Background: an optimization exercise with open tools, aiming at small area, a short achievable clock period and few clock cycles per item. Do not read the settings as production practice. In this exercise RTL edits were held to simulation tests only and were not proved equivalent to the original. Power is estimated from default activity; no workload was simulated.

**run.sh**
```bash
#!/bin/bash
# synth_recipe.tcl (not shown) runs the flow's synth.tcl, then flattens the netlist and writes it again
# the make line also repeats each setting of config.mk as NAME=value (left out here)
make -C /OpenROAD-flow-scripts/flow DESIGN_CONFIG=/design/flow/config.mk WORK_HOME=/design/flow/orfs CLKGATE_MAP_FILE= SYNTH_SCRIPT=/design/flow/synth_recipe.tcl finish
```
**config.mk**
```make
export PLATFORM = sky130hd
export DESIGN_NAME = wfg_divcalc
export DESIGN_NICKNAME = wfg_divcalc
export VERILOG_FILES = /design/flow/design.v
export SDC_FILE = /design/flow/constraint.sdc
export NUM_CORES = 4
export LEC_CHECK = 0
export CAP_MARGIN = 20
export CORE_MARGIN = 2
export CORE_UTILIZATION = 40
export PLACE_DENSITY = 0.6
export SLEW_MARGIN = 20
```
**constraint.sdc**
```tcl
create_clock -name core_clock -period 10.0 [get_ports {clk}]
set_input_delay 2.0000 -clock core_clock [delete_from_list [all_inputs] [get_ports {clk}]]
set_output_delay 2.0000 -clock core_clock [all_outputs]
set_load 0.01 [all_outputs]
```
**design.v**
```verilog
module wfg_divcalc (
    input  wire        clk,
    input  wire        rst,         
    input  wire        start,       
    input  wire [31:0] sysclk_hz,   
    input  wire [31:0] freq,        
    input  wire [31:0] len,         
    output wire        ready,
    output reg         done,        
    output wire [31:0] divider
);
    reg        a_full;      
    reg        a_fin;       
    reg [31:0] an;          
    reg [31:0] af;          
    reg        afovf;       
    reg [31:0] al;          
    reg [31:0] acc;         
    reg        abig;        
    reg        b_busy;
    reg  [5:0] count;       
    reg        nleft;       
    reg        n2left;      
    reg [31:0] xq;          
    reg [31:0] r;           
    reg [31:0] d;           
    reg        bbig;        
    wire take   = a_full & a_fin & ~b_busy;    
    assign ready   = ~a_full;
    assign divider = {xq[23:0], 8'h00};
    wire [31:0] sum;
    wire        sum_c;
    skl_add #(.W(32)) u_mul (.a(acc), .b(af & {32{al[0]}}), .cin(1'b0), .s(sum), .cout(sum_c));
    wire        ovf_nxt = abig | (al[0] & afovf) | sum_c;
    wire        mul_end = (al[31:1] == 31'd0);
    wire        x1      = nleft & xq[31];
    wire        x2      = n2left & xq[30];
    wire [32:0] t1      = {r, x1};
    wire [32:0] s1;
    wire        q1;      
    skl_add #(.W(33)) u_div1 (.a(t1), .b(~{1'b0, d}), .cin(1'b1), .s(s1), .cout(q1));
    wire [33:0] t2      = {r, x1, x2};
    wire [33:0] s2;
    wire        q2;      
    skl_add #(.W(34)) u_div2 (.a(t2), .b(~{2'b00, d}), .cin(1'b1), .s(s2), .cout(q2));
    wire        room2   = (count >= 6'd10) || (count >= 6'd2 && count <= 6'd8);
    wire        two     = ~q1 & room2;
    wire [31:0] r_two   = q2 ? s2[31:0] : t2[31:0];
    wire  [7:0] x8      = nleft ? xq[31:24] : 8'h00;
    wire [31:0] lo8;
    wire        ge8;     
    skl_add #(.W(32)) u_cmp (.a({r[23:0], x8}), .b(~d), .cin(1'b1), .s(lo8), .cout(ge8));
    wire        skip    = ~ge8 && (r[31:24] == 8'd0) && (count >= 6'd16 || count == 6'd8);
    wire        hi_zero = (xq == 32'd0);    
    wire        clamp   = bbig | ((count == 6'd8) & hi_zero);
    wire  [5:0] cnt_m1  = count - 6'd1;
    wire  [5:0] cnt_m2  = count - 6'd2;
    wire  [5:0] cnt_m8  = count - 6'd8;
    wire  [5:0] cnt_nxt = skip ? cnt_m8 : two ? cnt_m2 : cnt_m1;
    wire        last    = clamp | (count == 6'd1) | ((count == 6'd2) & ~q1) | ((count == 6'd8) & skip);
    always @(posedge clk) begin
        if (rst) begin
            a_full <= 1'b0;
            a_fin  <= 1'b0;
            b_busy <= 1'b0;
            done   <= 1'b0;
        end else begin
            if (!a_full) begin
                a_full <= start;
                a_fin  <= 1'b0;
            end else begin
                if (take)
                    a_full <= 1'b0;
                a_fin <= a_fin | mul_end | abig;
            end
            b_busy <= take | (b_busy & ~last);
            done   <= b_busy & last;
        end
    end
    always @(posedge clk) begin
        if (!a_full) begin
            an    <= sysclk_hz;
            af    <= freq;
            al    <= len;
            acc   <= 32'd0;
            afovf <= 1'b0;
            abig  <= 1'b0;
        end else begin
            af    <= {af[30:0], 1'b0};
            al    <= {1'b0, al[31:1]};
            if (!a_fin) begin
                acc   <= sum;
                afovf <= afovf | af[31];
                abig  <= ovf_nxt;
            end
        end
    end
    always @(posedge clk) begin
        if (take) begin
            xq    <= an;
            r     <= 32'd0;
            d     <= acc;
            bbig  <= abig;
            count <= 6'd40;
            nleft <= 1'b1;
            n2left <= 1'b1;
        end else begin
            r      <= skip ? {r[23:0], x8} : two ? r_two : q1 ? s1[31:0] : t1[31:0];
            count  <= cnt_nxt;
            nleft  <= (cnt_nxt > 6'd8);
            n2left <= (cnt_nxt > 6'd9);
            if (clamp)
                xq[23:0] <= 24'h000100;
            else
                xq <= skip ? {xq[23:0], 8'h00} : two ? {xq[29:0], 1'b0, q2} : {xq[30:0], q1};
        end
    end
endmodule
module skl_add #(parameter integer W = 32) (
    input  wire [W-1:0] a,
    input  wire [W-1:0] b,
    input  wire         cin,
    output wire [W-1:0] s,
    output wire         cout
);
    localparam integer N = W + 1;               
    localparam integer L = (N <= 2) ? 1 : (N <= 4) ? 2 : (N <= 8) ? 3 : (N <= 16) ? 4 : (N <= 32) ? 5 : 6;
    wire [N-1:0] g [0:L];
    wire [N-1:0] p [0:L];
    assign g[0] = {a & b, cin};
    assign p[0] = {a ^ b, 1'b0};
    genvar k, i;
    generate
        for (k = 0; k < L; k = k + 1) begin : lvl
            for (i = 0; i < N; i = i + 1) begin : pos
                if ((i >> k) & 1) begin : comb
                    localparam integer J = ((i >> k) << k) - 1;
                    assign g[k+1][i] = g[k][i] | (p[k][i] & g[k][J]);
                    assign p[k+1][i] = p[k][i] & p[k][J];
                end else begin : pass
                    assign g[k+1][i] = g[k][i];
                    assign p[k+1][i] = p[k][i];
                end
            end
        end
    endgenerate
    assign s    = p[0][W:1] ^ g[L][W-1:0];
    assign cout = g[L][W];
endmodule
```
==> flow_metrics.py <==
metrics = {
    "power": {
        "p_leak_nw": 7.154,
        "switchingPower_mw": 1.750,
        "clockPowerShare_pct": 23.7,
        "comb_power_share_pct": 44.5,
        "power.density_nw_per_um2": 259.8,
        "sequentialPowerShare_pct": 31.8,
        "peakVddDrop_uv": 162.0,
        "p_total_mw": 4.430,
        "swShare_pct": 39.51,
        "p_int_mw": 2.680,
    },
    "floorplanning": {
        "dieWidth_um": 195.4,
        "die_area_sq_um": 38180,
        "pin_count": 133,
        "std_cell_rows": 70,
        "die_h_um": 195.4,
        "core-area_sq_um": 36350,
        "start_util_pct": 40.31,
    },
    "sta": {
        "drv_slew": 0,
        "rsz0062_at_grt": "false",
        "tightest_slew_ns": 0.9368,
        "setup_tns_ns": 0,
        "relSlewSlack_pct": 35.93,
        "post-route-min-period_ns": 4.534,
        "fin_crit_sh_pct": 45.34,
        "fin_worst_skew_ns": 0.01241,
        "setup_viol": 0,
        "hold_viol_final": 0,
        "max_freq_mhz": 220.6,
    },
    "logic_synthesis": {
        "ys_types": 83,
        "ys_seq_area_share_pct": 37.64,
        "synth_area_sq_um": 14650,
        "netlist_instances": 1562,
        "synth_edf_count": 73,
        "yosys_register_bits": 239,
        "synth-async-reset-ratio_pct": 0,
        "yosys.area.top_type": "dfxtp_1",
        "ys.flop_type": "dfxtp_1",
        "syn_area_per_cell_sq_um": 9.380,
        "yosysWarnings": 4,
        "yosysTopAreaCellShare_pct": 22.68,
        "synth_area_leaders": "dfxtp_1, edfxtp_1, ha_1",
    },
    "routing": {
        "dr.pass1.iters": 6,
        "wl_um": 37890,
        "vias": 11830,
        "ant_nets": 0,
        "wl_met3_um": 2298,
        "dr.first_iter.drc_count": 806,
        "post-route-drc-count": 0,
        "top_layer": "met4",
        "dr_wl_met2_um": 17160,
        "wl_per_cell_um": 17.80,
        "drt-met1-wl_um": 17410,
        "via_per_inst": 5.556,
    },
    "worst_setup_path": {
        "path_cells": "inv_2 -> buf_4 -> clkdlybuf4s50_1",
        "max_stage_delay_ns": 0.65,
        "path_delay_family": "buffers and inverters",
        "crit_type": "reg2out",
        "crit_buf_inv": 3,
        "arrival_ns": 2.53,
        "critPathSlowestCell": "clkdlybuf4s50_1",
        "worstPathMaxFanout": 43,
        "crit_path_start_kind": "register",
        "end_kind": "output port",
        "worstPathRequired_ns": 8.00,
    },
    "global_routing": {
        "grt_usage_pct": 19.58,
        "grt_max_degree": 83,
        "grt_antenna_before_repair": 0,
        "grt-ovfl-total": 0,
        "grt_pass1_vias": 11680,
        "grt_pass1_wl_um": 60790,
    },
    "clock_network": {
        "cts_resized": 0,
        "cts_buffers": 28,
        "cts_tree": "yes",
        "clock-sinks": 239,
        "clock_latency_ns": 0.56,
        "ctsHoldBuffers": 0,
        "cts_buffer_depth": 3,
        "cts_root_buffer": "clkbuf_16",
        "h-tree-depth": 1,
        "clk_pin_slew_worst_paths_ns": 0.06,
        "post_cts_buffers": 0,
    },
    "run_status": {
        "status": "finished clean",
    },
    "layout": {
        "mostFrequentLayoutCells": "dfxtp_1, nand2_1, ha_1",
        "antenna_cells": 0,
        "layout_commonest_cell": "dfxtp_1",
        "drive_gt1_share_pct": 9.452,
        "area_growth_pct": 16.40,
        "fin_nets": 1886,
    },
    "placement": {
        "place.gp.congestion": 0.8787,
        "dp.final_hpwl_um": 27560,
        "port_buffers": 124,
    },
    "hold_path": {
        "hold_class": "reg2reg",
    },
    "job": {
        "cap_violations": 0,
    },
}
-- synth_stat cells (38+ instances only) --
cell type	instances
o21ai_0	79
clkbuf_1	38
a21oi_1	104
ha_1	135
nor2_1	97
a21o_1	41
a31oi_1	44
inv_1	68
mux2_2	65
and2_1	44
edfxtp_1	73
dfxtp_1	166
nand2_1	151
-- final cells by class --
class	count	area (sq um)
Tap cell	468	585.6
Sequential cell	239	5517
Clock inverter	17	182.7
Clock buffer	35	778.2
Inverter	69	260.3
Timing Repair Buffer	135	1324
Fill cell	3453	19290
Multi-Input combinational cell	1166	8407
-- through the flow --
step           util (%)  worst slack, ns  instances  hold WS, ns  cell area [sq um]
6_report          46.92            5.466       2129       0.4461              17050
5_1_grt           46.92            5.349       2129       0.4744              17050
4_1_cts           46.91            5.446       2129       0.4535              17050
3_5_place_dp      44.27            5.731       2077       0.4377              16090
3_3_place_gp      44.27            5.696       2077       0.4288              16090
2_1_floorplan         -            6.180       1569       0.4178              14680
-- power by group through the flow --
stage               sequential (mW)  combinational, mW  clock [mW]
finish                         1.41               1.97        1.05
global route                   1.43               2.20        1.11
CTS                            1.40               1.96        1.08
detailed placement             1.42               1.94           0
global placement               1.42               1.92           0
floorplan                      1.32               1.54           0
-- sequential cells by signal, summed over array words and instances, names as in the netlist, 6 cells and up --
name,flops
xq,32
r,32
acc,32
af,32
d,32
an,32
count,6
al,32
-- logic make-up (layout without fill, tap and decap cells) --
group | after synthesis | count (layout) | share of synthesized area (%)
AO/OA/AOI/OAI | 410 | 410 | 18.53
XOR/XNOR | 61 | 61 | 3.647
adder cells (fa/ha/maj) | 148 | 148 | 13.30
buffers and inverters | 164 | 256 | 5.192
flip-flops | 239 | 239 | 37.64
multiplexers | 92 | 92 | 6.909
other | 1 | 8 | 0.02559
AND/OR/NAND/NOR | 447 | 447 | 14.75
-- metal layers --
layer / vias up / track usage [%]
met2: 372 / 32.00
met4: 0 / 6.248
met5: - / 0
met3: 78 / 2.953
met1: 5534 / 26.63
li1: 5844 / -
-- worst paths after layout --
| path | cells after the start | endpoint | from | slack (ns) |
|---|---|---|---|---|
| max | 3 | ready | a_full | 5.47 |
| min | 2 | xq[4] | an[4] | 0.45 |
| min reg2reg | 2 | xq[4] | an[4] | 0.45 |
| max reg2reg | 13 | xq[25] | r[3] | 5.64 |
-- worst min-delay path, cell delays in order (launching register included) --
cell and delay [ns]:
edfxtp_1 0.32, nand2_1 0.04, o21ai_0 0.05
Testbench counts, summed over its fixed seeds: cycles 16,935, items 1,024.

-- port drivers added, routing unchanged --
How much do the figures lean on ideal ports? The routed layout below was timed once more, with nothing changed but the port constraints. Step 1: set_driving_cell puts a clkbuf_16 on clk and a buf_2 on each other input, an assumption about the parent block. Step 2 moves the port delays by t, midway between the first and last clock arrival at a register: inputs arrive t later, outputs are due t later. That takes back most of the time a late clock gives input paths. Three values: no drivers, after step 1, after step 2; two values: the first two.
shift t [ns]: 0.601
slack for setup (ns): 5.466 / 5.416 / 5.639
worst setup path at the end: register to register
worst data-port slew with drivers (ns): 0.06
After both steps this run still meets setup and hold. The setup slack of this run moves by -0.050 ns with the drivers and by +0.173 ns with both steps.
